This is an optimization exercise on Yosys and OpenROAD, whose aim is small area and a short achievable clock period, not a production implementation.
Function was checked by simulation only, so behaviour that the tests miss may differ from the original.
Power and IR drop assume default switching activity.

the previous run:
// can_relay
module can_relay (
    input  wire        clk,
    input  wire        rst,           
    input  wire        repeat_en,     
    input  wire        fast_tick,     
    input  wire        rx1_valid,
    input  wire [28:0] rx1_id,
    input  wire [3:0]  rx1_dlc,
    input  wire [63:0] rx1_data,
    output wire        rx1_take,
    input  wire        rx2_valid,
    input  wire [28:0] rx2_id,
    input  wire [3:0]  rx2_dlc,
    input  wire [63:0] rx2_data,
    output wire        rx2_take,
    input  wire        rx3_valid,
    input  wire [28:0] rx3_id,
    input  wire [3:0]  rx3_dlc,
    input  wire [63:0] rx3_data,
    output wire        rx3_take,
    input  wire [7:0]  eflg1,
    input  wire [7:0]  eflg2,
    input  wire [7:0]  eflg3,
    output wire [2:0]  eflg_clr,      
    output wire [2:0]  cause_clr,     
    output reg         fault,         
    input  wire        tx1_busy,
    output wire        tx1_send,
    output wire [28:0] tx1_id,
    output wire [3:0]  tx1_dlc,
    output wire [63:0] tx1_data,
    output wire        drop1,         
    input  wire        tx2_busy,
    output wire        tx2_send,
    output wire [28:0] tx2_id,
    output wire [3:0]  tx2_dlc,
    output wire [63:0] tx2_data,
    output wire        drop2
);
export LEC_CHECK = 0
export CAP_MARGIN = 20
export CORE_MARGIN = 2
export CORE_UTILIZATION = 40
export SETUP_SLACK_MARGIN = 3.0
export SLEW_MARGIN = 20
create_clock -name core_clock -period 5.5 [get_ports {clk}]
standard.sh (not shown) runs the stock make flow with config.mk's settings and CLKGATE_MAP_FILE= SYNTH_SCRIPT=/design/flow/synth_recipe.tcl, a recipe that flattens the netlist after the stock synthesis.
==> flow/flow/run.sh <==
#!/bin/bash
# The standard layout (standard.sh: unchanged synthesis and steps) with two
# changes to how cells are chosen:
#  - the port buffers that buffer_ports inserts are plain buf_1 cells
#    instead of its default choice (the resizer upsizes them where timing
#    needs it);
#  - clock tree synthesis builds larger sink clusters and adds no dummy
#    loads (the tree is still balanced by TritonCTS as usual).
set -euo pipefail
export BUFFER_PORTS_ARGS="-buffer_cell sky130_fd_sc_hd__buf_1"
export CTS_ARGS="-sink_clustering_enable -repair_clock_nets -dont_use_dummy_load -sink_clustering_size 24 -sink_clustering_max_diameter 80"
bash standard.sh > standard_flow.log 2>&1
What the current run does differently from the previous run at the input level:
- a change of CORE_UTILIZATION from 40 to 55
- a change of SETUP_SLACK_MARGIN from 3.0 to 2.7
--- a/flow/flow/run.sh
+++ b/flow/flow/run.sh
@@ -10,3 +10,3 @@
 export BUFFER_PORTS_ARGS="-buffer_cell sky130_fd_sc_hd__buf_1"
-export CTS_ARGS="-sink_clustering_enable -repair_clock_nets -dont_use_dummy_load -sink_clustering_size 24 -sink_clustering_max_diameter 80"
+export CTS_ARGS="-sink_clustering_enable -repair_clock_nets -dont_use_dummy_load -sink_clustering_size 30 -sink_clustering_max_diameter 90"
 bash standard.sh > standard_flow.log 2>&1
In the reports for the current run and the previous run, the smaller share of cells above drive strength 1 belongs to the current run. Share of total power in combinational logic ends up lower on the current run. Changes observed in the current run relative to the previous run: maximum vdd drop climbed 41%, final cell count without fillers dropped about 10%, relative max-transition margin dropped 10 points. From the previous run to the current run the numbers moved as follows: setup slack after layout moved down; final design instance area without fill moved down; global-route wire length before repair moved down.

========
Starting RTL as in the previous note.
==> flow/config.mk <==
export PLATFORM = sky130hd
export DESIGN_NAME = can_relay
export DESIGN_NICKNAME = can_relay
export VERILOG_FILES = /design/flow/design.v
export SDC_FILE = /design/flow/constraint.sdc
export NUM_CORES = 4
export LEC_CHECK = 0
export CAP_MARGIN = 20
export CORE_MARGIN = 2
export CORE_UTILIZATION = 40
export SETUP_SLACK_MARGIN = 2.7
export SLEW_MARGIN = 20
==> flow/constraint.sdc <==
create_clock -name core_clock -period 5.5 [get_ports {clk}]
set_input_delay 1.1000 -clock core_clock [delete_from_list [all_inputs] [get_ports {clk}]]
set_output_delay 1.1000 -clock core_clock [all_outputs]
set_load 0.01 [all_outputs]
==> flow/flow/run.sh <==
#!/bin/bash
# The standard layout (standard.sh: unchanged synthesis and steps) with two
# changes to how cells are chosen:
#  - the port buffers that buffer_ports inserts are plain buf_1 cells
#    instead of its default choice (the resizer upsizes them where timing
#    needs it);
#  - clock tree synthesis builds larger sink clusters and adds no dummy
#    loads (the tree is still balanced by TritonCTS as usual).
set -euo pipefail
export BUFFER_PORTS_ARGS="-buffer_cell sky130_fd_sc_hd__buf_1"
export CTS_ARGS="-sink_clustering_enable -repair_clock_nets -dont_use_dummy_load -sink_clustering_size 24 -sink_clustering_max_diameter 80"
bash standard.sh > standard_flow.log 2>&1
Edit:
Settings changed: SETUP_SLACK_MARGIN 2.7 to 2.5.
What happened: Non-clock buffer count goes down by 33. Power goes down by 1.1%. Via count goes down by 1.8%. Maximum frequency goes down by 9.5%. Die area stays the same. Worst hold slack barely changes.

========
Setup of job 2424:
Another version of the RTL of can_relay (not shown whole).
Size: roughly 3000 cells after synthesis, ~1100 flip-flops, ~530 I/O pins.
==> flow/design.v (excerpt) <==
module can_relay (
    input  wire        clk,
    input  wire        rst,           
    input  wire        repeat_en,     
    input  wire        fast_tick,     
    input  wire        rx1_valid,
    input  wire [28:0] rx1_id,
    input  wire [3:0]  rx1_dlc,
    input  wire [63:0] rx1_data,
    output wire        rx1_take,
    input  wire        rx2_valid,
    input  wire [28:0] rx2_id,
    input  wire [3:0]  rx2_dlc,
    input  wire [63:0] rx2_data,
    output wire        rx2_take,
    input  wire        rx3_valid,
    input  wire [28:0] rx3_id,
    input  wire [3:0]  rx3_dlc,
    input  wire [63:0] rx3_data,
    output wire        rx3_take,
    input  wire [7:0]  eflg1,
    input  wire [7:0]  eflg2,
    input  wire [7:0]  eflg3,
    output wire [2:0]  eflg_clr,      
    output wire [2:0]  cause_clr,     
    output reg         fault,         
    input  wire        tx1_busy,
    output reg         tx1_send,
    output wire [28:0] tx1_id,
    output wire [3:0]  tx1_dlc,
    output wire [63:0] tx1_data,
    output wire        drop1,         
    input  wire        tx2_busy,
    output reg         tx2_send,
    output wire [28:0] tx2_id,
    output wire [3:0]  tx2_dlc,
    output wire [63:0] tx2_data,
    output wire        drop2
);
    localparam CAP_L = 6;
    localparam W     = 97;
    reg  [2:0]  proc, fin;
    reg  [2:0]  rr;
    reg  [2:0]  pri;
    reg  [4:0]  ctx_cls;      
    reg  [63:0] ctx_data;
  ...
clock: 5.5 ns
lec_check: 0
cap_margin: 20
core_margin: 2
core_utilization: 40
setup_slack_margin: 2.0
slew_margin: 20
run.sh (not shown) runs the stock make flow with config.mk's settings and CLKGATE_MAP_FILE= SYNTH_SCRIPT=/design/flow/synth_recipe.tcl, a recipe that flattens the netlist after the stock synthesis.
Stock flow here: none of the scripts above is used.
Modified inputs, job 2133 compared to job 2424
==> flow/flow/run.sh (new file) <==
#!/bin/bash
# The standard layout (standard.sh, unchanged synthesis and steps), with the
# port buffers that buffer_ports inserts made plain sky130 buf_1 cells
# instead of its default choice; the resizer upsizes them where timing needs.
set -euo pipefail
export BUFFER_PORTS_ARGS="-buffer_cell sky130_fd_sc_hd__buf_1"
bash standard.sh > standard_flow.log 2>&1
==> flow/standard.sh (new file) <==
#!/bin/bash
# synth_recipe.tcl (not shown) runs the flow's synth.tcl, then flattens the netlist and writes it again
# the make line also repeats each setting of config.mk as NAME=value (left out here)
make -C /OpenROAD-flow-scripts/flow DESIGN_CONFIG=/design/flow/config.mk WORK_HOME=/design/flow/orfs CLKGATE_MAP_FILE= SYNTH_SCRIPT=/design/flow/synth_recipe.tcl "${@:-finish}"
--- a/flow/config.mk
+++ b/flow/config.mk
@@ -9,4 +9,6 @@
 export CORE_MARGIN = 2
 export CORE_UTILIZATION = 40
-export SETUP_SLACK_MARGIN = 2.0
+export CTS_BUF_LIST = sky130_fd_sc_hd__clkbuf_8
+export CTS_CLUSTER_SIZE = 25
+export SETUP_SLACK_MARGIN = 2.5
 export SLEW_MARGIN = 20
removed: flow/run.sh
==> notes.md <==
Going from job 2424 to job 2133, all-layer global routing usage increased by 0.61 points relative to the old numbers; post-route cell area decreased by 2700 µm² relative to the old numbers; core utilization decreased by 2.6 points relative to the old numbers.
Relative to job 2133, the following input files were edited for job 4821:
--- a/flow/config.mk
+++ b/flow/config.mk
@@ -9,6 +9,4 @@
 export CORE_MARGIN = 2
 export CORE_UTILIZATION = 40
-export CTS_BUF_LIST = sky130_fd_sc_hd__clkbuf_8
-export CTS_CLUSTER_SIZE = 25
-export SETUP_SLACK_MARGIN = 2.5
+export SETUP_SLACK_MARGIN = 2.0
 export SLEW_MARGIN = 20
[summary]
- Going from job 2133 to job 4821, switching power fell about 1.7%, clock-buffer cell count fell 20%.
- Job 2133 → job 4821: shortest period the worst path allows went up 0.11 ns, design area increased by 150 µm² relative to the old numbers, post-place setup slack picked up an extra 0.045 ns, post-DP HPWL down 1200 µm.
- On area taken by flip-flops and latches, job 4821 and job 2133 are neck and neck.
- In job 4821, the wire length came out 1.8% below the value in job 2133.
- Taking job 2133 as the reference, in job 4821 part of the total power dissipated in sequential elements shows a reduction of 2.8 points; overall via count from detail_route fell by 587.

re-timing with driven ports:
How much do the figures lean on ideal ports? The routed layouts below were timed once more, with nothing changed but the port constraints. Step 1 sets driving cells, clkbuf_16 on the clock port and buf_2 on the other inputs (assumed; they add their load-dependent delay and slew). Step 2 adds t to the input delays and takes it off the output delays; t is the mean of the earliest and latest rising clock arrival at the registers after step 1. Input paths then give back, and output paths get back, about the clock's delay inside the block. Three values: no drivers, after step 1, after step 2; two values: the first two.
| run | t, ns | setup WS [ns] | worst setup path at the end | worst register clock-pin slew, ns |
|---|---|---|---|---|
| the previous run | 0.695 | 2.656 / 2.604 / 2.393 | input to register | 0.10 / 0.10 |
| the current run | 0.670 | 2.527 / 2.497 / 2.011 | input to register | 0.11 / 0.11 |
| the first run of note 2 | 0.718 | 2.664 / 2.617 / 2.162 | input to register | 0.10 / 0.10 |
| the second run of note 2 | 0.715 | 2.367 / 2.344 / 1.968 | input to register | 0.10 / 0.10 |
| job 2424 | 0.744 | 2.028 / 1.936 / 1.792 | input to register | 0.06 / 0.06 |
| job 2133 | 0.904 | 2.263 / 2.196 / 1.848 | input to register | 0.07 / 0.07 |
| job 4821 | 0.757 | 2.148 / 2.080 / 1.860 | input to register | 0.07 / 0.07 |
After both steps setup and hold are still met in every run listed. For the current run, which loses most, drivers alone change the setup slack by -0.030 ns; drivers and shift together by -0.516 ns.
